Context: an optimization exercise on an open-source flow, tuned for a short achievable clock period and few clock cycles. The choices shown serve that exercise and are no tape-out recipe. The RTL was checked by simulation tests, not by an equivalence proof against the original design. Power figures rest on the tool's default switching activity, not on a simulated workload.

### design.v
module segcodec (
    input             clk,
    input             rst,
    input             h_req,
    input             h_we,
    input      [1:0]  h_size,     
    input      [12:0] h_addr,
    input      [31:0] h_wdata,
    output            h_done,
    output reg        h_err,
    output reg [31:0] h_rdata,
    output reg        mem_en,
    output reg        mem_we,
    output reg [3:0]  mem_be,
    output reg [8:0]  mem_addr,
    output reg [31:0] mem_wdata,
    input      [31:0] mem_rdata
);
    localparam [10:0] FRAME_LEN   = 11'd1446;
    localparam [10:0] MAX_PAYLOAD = 11'd1440;
    localparam [8:0]  LAST_WORD   = 9'd361;
    localparam [3:0] OP_NOP = 4'd0, OP_ENCODE = 4'd1, OP_DECODE = 4'd2, OP_CSUM = 4'd3;
    localparam [3:0] C_NONE = 4'd0, C_BAD_SIZE = 4'd1, C_BAD_CSUM = 4'd2,
                     C_BAD_VERSION = 4'd3, C_LEN_RANGE = 4'd4, C_ILLEGAL = 4'd5;
    localparam [3:0] S_IDLE   = 4'd0,
                     S_DONE   = 4'd1,
                     S_FRD    = 4'd2,    
                     S_FRDW   = 4'd3,    
                     S_FWR    = 4'd4,    
                     S_ENC_WR = 4'd5,    
                     S_SUM_RD = 4'd6,    
                     S_SUM_AC = 4'd7,    
                     S_FIN    = 4'd8,    
                     S_ENC_CS = 4'd9;    
    reg [3:0] state;
    reg [2:0]  tx_flags;    
    reg [10:0] tx_len;
    reg [5:0]  tx_seq;
    reg [5:0]  tx_ackn;
    reg        st_err;
    reg        st_valid;
    reg [3:0]  st_cause;
    reg [3:0]  st_lastop;
    reg [31:0] rx_hdr;
    reg [15:0] csum_r;
    reg [15:0] rx_size;
    reg [15:0] cs_len;
    reg [10:0] plen;
    wire [31:0] tx_hdr = {2'b01, tx_flags, tx_len, 2'b00, tx_seq, 2'b00, tx_ackn};
    wire [31:0] status = {20'd0, st_lastop, st_cause, 2'b00, st_valid, st_err};
    reg [3:0]  op;
    reg [8:0]  widx;        
    reg [15:0] rem;         
    reg [31:0] sum;         
    reg [31:0] hdr_cap;     
    wire        is_reg   = (h_addr < 13'h0020) && (h_size == 2'd2) && (h_addr[1:0] == 2'b00);
    wire        is_frame = (h_addr >= 13'h1000) && (h_addr < 13'h1000 + {2'b00, FRAME_LEN}) &&
                           (h_size == 2'd0);
    wire [12:0] fofs_full = h_addr - 13'h1000;
    wire [10:0] fofs      = fofs_full[10:0];
    reg [31:0] reg_rdata;
    always @(*) begin
        case (h_addr[4:2])
            3'd0: reg_rdata = 32'd0;
            3'd1: reg_rdata = status;
            3'd2: reg_rdata = tx_hdr;
            3'd3: reg_rdata = rx_hdr;
            3'd4: reg_rdata = {16'd0, csum_r};
            3'd5: reg_rdata = {16'd0, rx_size};
            3'd6: reg_rdata = {16'd0, cs_len};
            default: reg_rdata = {21'd0, plen};
        endcase
    end
    wire [31:0] sum_mask = {(rem > 16'd0) ? 8'hFF : 8'h00,
                            (rem > 16'd1) ? 8'hFF : 8'h00,
                            (rem > 16'd2) ? 8'hFF : 8'h00,
                            (rem > 16'd3) ? 8'hFF : 8'h00};
    wire [31:0] word_m   = mem_rdata & sum_mask;
    wire [31:0] sum_next = sum + {16'd0, word_m[31:16]} + {16'd0, word_m[15:0]};
    wire [16:0] fold1  = {1'b0, sum[15:0]} + {1'b0, sum[31:16]};
    wire [16:0] fold2  = {1'b0, fold1[15:0]} + {16'd0, fold1[16]};
    wire [15:0] csum_v = ~fold2[15:0];
    wire [12:0] wbase   = {2'b00, widx, 2'b00};
    wire [12:0] pad_lo  = 13'd6 + {2'b00, tx_len};
    reg  [3:0]  enc_be;
    integer k;
    always @(*) begin
        for (k = 0; k < 4; k = k + 1) begin
            enc_be[3-k] = ((wbase + k) == 13'd4) || ((wbase + k) == 13'd5) ||
                          (((wbase + k) >= pad_lo) && ((wbase + k) < {2'b00, FRAME_LEN}));
        end
        if (widx == 9'd0) enc_be = 4'b1111;
    end
    always @(*) begin
        mem_en    = 1'b0;
        mem_we    = 1'b0;
        mem_be    = 4'b0000;
        mem_addr  = widx;
        mem_wdata = 32'd0;
        case (state)
            S_FRD: begin
                mem_en   = 1'b1;
                mem_addr = fofs[10:2];
            end
            S_FWR: begin
                mem_en    = 1'b1;
                mem_we    = 1'b1;
                mem_addr  = fofs[10:2];
                mem_be    = 4'b1000 >> fofs[1:0];
                mem_wdata = {4{h_wdata[7:0]}};
            end
            S_ENC_WR: begin
                mem_en    = 1'b1;
                mem_we    = 1'b1;
                mem_be    = enc_be;
                mem_wdata = (widx == 9'd0) ? tx_hdr : 32'd0;
            end
            S_SUM_RD: begin
                mem_en = 1'b1;
            end
            S_ENC_CS: begin
                mem_en    = 1'b1;
                mem_we    = 1'b1;
                mem_addr  = 9'd1;
                mem_be    = 4'b1100;
                mem_wdata = {csum_r, 16'd0};
            end
            default: ;
        endcase
    end
    assign h_done = (state == S_DONE);
    always @(posedge clk) begin
        if (rst) begin
            state     <= S_IDLE;
            h_err     <= 1'b0;
            h_rdata   <= 32'd0;
            tx_flags  <= 3'd0;
            tx_len    <= 11'd0;
            tx_seq    <= 6'd0;
            tx_ackn   <= 6'd0;
            st_err    <= 1'b0;
            st_valid  <= 1'b0;
            st_cause  <= C_NONE;
            st_lastop <= 4'd0;
            rx_hdr    <= 32'd0;
            csum_r    <= 16'd0;
            rx_size   <= 16'd0;
            cs_len    <= 16'd0;
            plen      <= 11'd0;
            op        <= OP_NOP;
            widx      <= 9'd0;
            rem       <= 16'd0;
            sum       <= 32'd0;
            hdr_cap   <= 32'd0;
        end else begin
            case (state)
                S_IDLE: if (h_req) begin
                    h_err <= 1'b0;
                    if (is_reg) begin
                        if (!h_we) begin
                            h_rdata <= reg_rdata;
                            state   <= S_DONE;
                        end else begin
                            state <= S_DONE;
                            case (h_addr[4:2])
                                3'd0: begin
                                    op   <= h_wdata[3:0];
                                    widx <= 9'd0;
                                    sum  <= 32'd0;
                                    case (h_wdata[3:0])
                                        OP_NOP: ;
                                        OP_ENCODE: begin
                                            if (tx_len > MAX_PAYLOAD) begin
                                                st_err    <= 1'b1;
                                                st_valid  <= 1'b0;
                                                st_cause  <= C_LEN_RANGE;
                                                st_lastop <= OP_ENCODE;
                                            end else begin
                                                state <= S_ENC_WR;
                                            end
                                        end
                                        OP_DECODE: begin
                                            if (rx_size != {5'd0, FRAME_LEN}) begin
                                                st_err    <= 1'b1;
                                                st_valid  <= 1'b0;
                                                st_cause  <= C_BAD_SIZE;
                                                st_lastop <= OP_DECODE;
                                                rx_hdr    <= 32'd0;
                                                plen      <= 11'd0;
                                            end else begin
                                                rem   <= {5'd0, FRAME_LEN};
                                                state <= S_SUM_RD;
                                            end
                                        end
                                        OP_CSUM: begin
                                            if (cs_len > {5'd0, FRAME_LEN}) begin
                                                st_err    <= 1'b1;
                                                st_valid  <= 1'b0;
                                                st_cause  <= C_LEN_RANGE;
                                                st_lastop <= OP_CSUM;
                                            end else begin
                                                rem   <= cs_len;
                                                state <= (cs_len == 16'd0) ? S_FIN : S_SUM_RD;
                                            end
                                        end
                                        default: begin
                                            st_err    <= 1'b1;
                                            st_valid  <= 1'b0;
                                            st_cause  <= C_ILLEGAL;
                                            st_lastop <= h_wdata[3:0];
                                        end
                                    endcase
                                end
                                3'd2: begin
                                    tx_flags <= h_wdata[29:27];
                                    tx_len   <= h_wdata[26:16];
                                    tx_seq   <= h_wdata[13:8];
                                    tx_ackn  <= h_wdata[5:0];
                                end
                                3'd5: rx_size <= h_wdata[15:0];
                                3'd6: cs_len  <= h_wdata[15:0];
                                default: ;   
                            endcase
                        end
                    end else if (is_frame) begin
                        state <= h_we ? S_FWR : S_FRD;
                    end else begin
                        h_err   <= 1'b1;
                        h_rdata <= 32'd0;
                        state   <= S_DONE;
                    end
                end
                S_DONE: state <= S_IDLE;
                S_FRD: state <= S_FRDW;
                S_FRDW: begin
                    case (fofs[1:0])
                        2'd0: h_rdata <= {24'd0, mem_rdata[31:24]};
                        2'd1: h_rdata <= {24'd0, mem_rdata[23:16]};
                        2'd2: h_rdata <= {24'd0, mem_rdata[15:8]};
                        default: h_rdata <= {24'd0, mem_rdata[7:0]};
                    endcase
                    state <= S_DONE;
                end
                S_FWR: state <= S_DONE;
                S_ENC_WR: begin
                    if (widx == LAST_WORD) begin
                        widx  <= 9'd0;
                        rem   <= {5'd0, FRAME_LEN};
                        sum   <= 32'd0;
                        state <= S_SUM_RD;
                    end else begin
                        widx <= widx + 9'd1;
                    end
                end
                S_SUM_RD: state <= S_SUM_AC;
                S_SUM_AC: begin
                    sum <= sum_next;
                    if (widx == 9'd0) hdr_cap <= mem_rdata;
                    if (rem <= 16'd4) begin
                        rem   <= 16'd0;
                        state <= S_FIN;
                    end else begin
                        rem   <= rem - 16'd4;
                        widx  <= widx + 9'd1;
                        state <= S_SUM_RD;
                    end
                end
                S_FIN: begin
                    csum_r    <= csum_v;
                    st_lastop <= op;
                    st_err    <= 1'b0;
                    st_valid  <= 1'b0;
                    st_cause  <= C_NONE;
                    state     <= S_DONE;
                    case (op)
                        OP_ENCODE: state <= S_ENC_CS;
                        OP_DECODE: begin
                            if (csum_v != 16'd0) begin
                                st_err   <= 1'b1;
                                st_cause <= C_BAD_CSUM;
                                rx_hdr   <= 32'd0;
                                plen     <= 11'd0;
                            end else if (hdr_cap[31:30] != 2'b01) begin
                                st_err   <= 1'b1;
                                st_cause <= C_BAD_VERSION;
                                rx_hdr   <= 32'd0;
                                plen     <= 11'd0;
                            end else begin
                                st_valid <= 1'b1;
                                rx_hdr   <= hdr_cap;
                                plen     <= (hdr_cap[26:16] > MAX_PAYLOAD) ? MAX_PAYLOAD
                                                                           : hdr_cap[26:16];
                            end
                        end
                        default: ;   
                    endcase
                end
                S_ENC_CS: state <= S_DONE;
                default: state <= S_IDLE;
            endcase
        end
    end
endmodule
### run.sh
#!/bin/bash
# synth_recipe.tcl (not shown) runs the flow's synth.tcl, then flattens the netlist and writes it again
# the make line also repeats each setting of config.mk as NAME=value (left out here)
make -C /OpenROAD-flow-scripts/flow DESIGN_CONFIG=/design/flow/config.mk WORK_HOME=/design/flow/orfs CLKGATE_MAP_FILE= SYNTH_SCRIPT=/design/flow/synth_recipe.tcl finish
### config.mk
export PLATFORM = sky130hd
export DESIGN_NAME = segcodec
export DESIGN_NICKNAME = segcodec
export VERILOG_FILES = /design/flow/design.v
export SDC_FILE = /design/flow/constraint.sdc
export NUM_CORES = 4
export LEC_CHECK = 0
export CAP_MARGIN = 20
export CORE_MARGIN = 2
export CORE_UTILIZATION = 40
export SLEW_MARGIN = 20
### constraint.sdc
create_clock -name core_clock -period 6.0 [get_ports {clk}]
set_input_delay 1.2000 -clock core_clock [delete_from_list [all_inputs] [get_ports {clk}]]
set_output_delay 1.2000 -clock core_clock [all_outputs]
set_load 0.01 [all_outputs]
==> summary.txt <==
Clocking
  • Post-CTS setup repair buffer count: 0
  • TritonCTS buffer count: 29
  • CTS max path bufs: 3
  • Clock root buffer: clkbuf_16
  • Hold Buf Count CTS: 0
  • Clock latency (worst-skew pair): 0.57 ns
  • Post-cts resize count: 0
  • Worst-path clk slew: 0.06 ns
  • Clock sink count: around 260
  • CTS tree: done
  • H-tree Lvls: 1

Worst setup path
  • FF-to-FF End: sum[31]$_SDFFE_PP0P_
  • Cell family with most CP delay: simple AND/OR/NAND/NOR gates
  • CP endpoint kind: primary output
  • Slowest cell on the critical path: clkdlybuf4s50_1
  • Crit path launch type: register
  • Critical Path Max Stage Delay: 0.62 ns
  • CP Capture Point: mem_be[3]
  • Reg-to-Reg Start: rem[8]$_SDFFE_PP0P_
  • WS Path Type: reg -> out
  • R2R cell count: 17
  • Worst reg2reg setup slack: about 0.63 ns
  • CP startpoint: tx_len[2]$_SDFFE_PP0P_
  • Req. time, crit path: 4.80 ns
  • CP Data Arrival Time: roughly 4.3 ns
  • Cell mode on critical path: ha_1
  • Worst path depth: 14
  • Worst path cell trace: inv_1 -> ha_1 -> nor4b_1 -> xnor2_1 -> ha_1 -> nand3_1 -> or3_1 -> nor2_1 -> a21oi_1 -> a221o_1 -> a31oi_1 -> o21bai_1 -> o311ai_0 -> clkdlybuf4s50_1
  • CP Buf/Inv Count: 2
  • Max FO, Critical Path: 6

Global route
  • Aggregate global routing overflow: 0
  • First-pass GRT wire length: 79.69 mm
  • Overall routing resource usage: 0.2611
  • Vias in the first global route: ~14000
  • Largest net degree at the start of global routing: roughly 110
  • Initial antenna violation count: 1

STA
  • Fin crit period: roughly 5.5 ns
  • RSZ-0062 raised after global routing: false
  • Setup TNS: 0 ns
  • Final Hold Violating Endpoints: 0
  • Final Slew Violations: 0
  • Clk_skew: 0.01786 ns
  • Slew @ Worst Pin: a little over 0.9 ns
  • Worst relative slew slack: 0.3818
  • Max frequency: 181.4 MHz
  • Tcrit/Tclk final: 0.9187
  • Final setup viols: 0

Die
  • Die area: 39280 sq um
  • Core Region: 37400 sq um
  • Row count: 71
  • Die H: 198.2 um
  • Die X: 198.2 um
  • Starting Density: 0.4034
  • Io pins: 164

Final layout
  • Fraction of layout cells with a size suffix above 1: 0.06474
  • Area Overhead vs Synth: 19.86%
  • Post-route cell area: between 15000 and 20000 sq um
  • Post-layout util: 0.4835
  • Inserted Diodes: 0
  • Post-layout net count: between 2000 and 2500

Detailed routing
  • DR pass1 iterations: 6
  • Via/cell ratio: ~5.8
  • Wire per inst: 20.50 um
  • Remaining antenna violation count: 0
  • Detailed Route WL: 52.29 mm
  • Vias: 14760
  • DRC: 0
  • Starting DRT DRC Count: 1190

Logic synthesis
  • Xor/xnor cell area share of the yosys netlist: 0.02961
  • Syn avg cell area: 7.869 sq um
  • Synth Instances: 1917
  • Number of library cell types mapped by synthesis: 85
  • Post-Syn Area: 15090 sq um
  • Adder-cell area share of the yosys netlist: 0.06619
  • Post-synth EDFFs: 0
  • Syn_nets: 2069
  • Seq/Total Area, Yosys: 0.3397
  • Top cells by area, synth: dfxtp_1, nand2_1, a21oi_1
  • Largest family of logic cells by synthesized area: simple AND/OR/NAND/NOR gates
  • Cell taking the most area after synthesis: dfxtp_1
  • Synth Area in Simple Gates: 0.2528
  • Async set-reset flop share out of synthesis: 0
  • Yosys Warn Count: 1
  • Top_reg_cell synth: dfxtp_1
  • Top cell type's share of synthesized area: 0.3397
  • Post-synthesis mux area share: 0.06859
  • FF+latch count, synth: 256
  • Post-synthesis compound-gate area fraction: 0.2056

Power
  • Power Total: 3.685 mW
  • Cell area power density: 203.8 nW/um^2
  • Leakage power total: 6.669 nW
  • Peak supply drop: 219.3 uV

Place
  • Buffers on Ports: between 150 and 200
  • Hpwl dp: 39.07 mm
  • Placed inst area: 17150 sq um
  • Routability cong.: 0.9401

Min path
  • Hold Path Class: reg -> reg

Job
  • Max-cap viol count: 0

Status
  • Outcome: finished clean
[tightest hold or removal path, cell delays in order, from the launching register on]
cell	delay [ns]
dfxtp_1	0.30
nand2_1	0.05
o21ai_1	0.05
[worst min path at each step]
| stage | from | slack [ns] | to | cells past startpoint |
|---|---|---|---|---|
| final | hdr_cap[6]$_SDFFE_PP0P_ | 0.44 | rx_hdr[6]$_SDFFE_PP0P_ | 2 |
| after global routing | hdr_cap[6]$_SDFFE_PP0P_ | 0.46 | rx_hdr[6]$_SDFFE_PP0P_ | 2 |
| after CTS | hdr_cap[6]$_SDFFE_PP0P_ | 0.45 | rx_hdr[6]$_SDFFE_PP0P_ | 2 |
| after detailed placement | hdr_cap[6]$_SDFFE_PP0P_ | 0.44 | rx_hdr[6]$_SDFFE_PP0P_ | 2 |
| after global placement | hdr_cap[6]$_SDFFE_PP0P_ | 0.44 | rx_hdr[6]$_SDFFE_PP0P_ | 2 |
| after floorplan | plen[8]$_SDFFE_PP0P_ | 0.42 | plen[8]$_SDFFE_PP0P_ | 2 |
[sequential cells by signal (all words and copies together), names as in the netlist, 16 cells and up]
register	cells
csum_r	16
rx_hdr	32
h_rdata	32
rem	16
rx_size	16
cs_len	16
sum	32
hdr_cap	32
[power by group]
part | switching, mW | leakage, nW | total [mW] | internal [mW]
clock | 0.730 | 0.456 | 1.76 | 1.03
combinational | 0.132 | 4.15 | 0.218 | 0.0858
sequential | 0.00242 | 2.06 | 1.70 | 1.70
[per-layer routing]
layer / up-vias / part of all wire / global-route usage
li1: 7067 / - / -
met1: 7004 / 0.46 / 0.3722
met2: 595 / 0.43 / 0.4038
met3: 90 / 0.083 / 0.03952
met4: 2 / 0.032 / 0.08271
met5: - / 0.00025 / 0
[metrics by stage]
stage                     std cells  hold WS, ns  setup slack [ns]
after global placement         2500       0.4352            0.6786
after floorplan                1917       0.4198             1.155
final                          2550       0.4438            0.4875
after detailed placement       2501       0.4381            0.5879
after global routing           2550       0.4561            0.2356
after CTS                      2550       0.4457            0.5083
[synthesized netlist by cell type, drive strengths merged, types with 12 or more instances]
| master | number |
|---|---|
| mux4 | 12 |
| ha | 51 |
| a21oi | 182 |
| nor2 | 217 |
| buf | 21 |
| a22oi | 30 |
| nor3 | 57 |
| a211oi | 18 |
| dfxtp | 256 |
| and2 | 23 |
| a21o | 34 |
| nor4 | 15 |
| xnor2 | 32 |
| nand3 | 39 |
| and3 | 21 |
| nand2b | 16 |
| inv | 24 |
| a221o | 17 |
| nor2b | 30 |
| xor2 | 19 |
| nand4 | 16 |
| fa | 18 |
| mux2i | 64 |
| or3 | 12 |
| nand2 | 320 |
| o21ai | 93 |
| clkbuf | 99 |
[cells by family (layout without fill, tap and decap cells)]
kind of cell             Yosys count  in the layout
AND/OR/NAND/NOR                  823            823
XOR/XNOR                          51             51
buffers and inverters            144            266
AO/OA/AOI/OAI                    487            487
multiplexers                      87             87
flip-flops                       256            256
adder cells (fa/ha/maj)           69             69
[area by class of cell]
class / count / area, sq um
Clock buffer: 41 / 820.8
Clock inverter: 8 / 111.4
Fill cell: 3715 / 19320
Inverter: 24 / 90.09
Multi-Input combinational cell: 1517 / 9448
Sequential cell: 256 / 5125
Tap cell: 511 / 639.4
Timing Repair Buffer: 193 / 1848
[cells in the final DEF, fill, tap and decap left out, types with 8 or more instances in the layout]
master,synthesis,layout
nand2_1,320,320
dfxtp_1,256,256
nor2_1,217,213
a21oi_1,182,182
clkdlybuf4s50_1,0,159
mux2i_1,64,64
nor3_1,56,54
ha_1,51,51
o21ai_0,48,48
o21ai_1,44,43
nand3_1,39,39
a21o_1,34,34
xnor2_1,32,32
buf_4,2,32
nor2b_1,30,30
a22oi_1,30,30
clkbuf_16,0,29
inv_1,24,24
and2_1,22,22
and3_1,21,21
xor2_1,19,19
fa_1,18,18
a221o_1,17,17
a211oi_1,17,17
nand4_1,16,16
nand2b_1,16,16
nor4_1,14,14
or3_1,12,12
mux4_2,12,12
a31oi_1,11,11
o211ai_1,11,11
or4_1,11,11
mux2_2,11,11
o21bai_1,10,10
nor4b_1,8,8
Testbench counts, summed over its fixed seeds: cycles 303,115.

separate check: timing with driven ports:
Ports are ideal in the flow. The routed layout listed here was re-timed in OpenROAD.
Step 1 sets driving cells, clkbuf_16 on the clock port and buf_2 on the other inputs (assumed; they add their load-dependent delay and slew).
Step 2, shift: input delay + t, output delay - t, t = (earliest + latest rising clock arrival at the registers) / 2. This alone moves slack from input paths to output paths.
Slacks: no drivers / after step 1 / after step 2; pairs: no drivers / after step 1.
shift t [ns]: 0.614
setup slack, ns: 0.488 / 0.437 / 0.565
worst setup path after step 2: input to register
worst data-port slew with drivers (ns): 0.07
After both steps setup and hold are still met in this run. For this run, drivers alone change the setup slack by -0.051 ns; drivers and shift together by +0.077 ns.
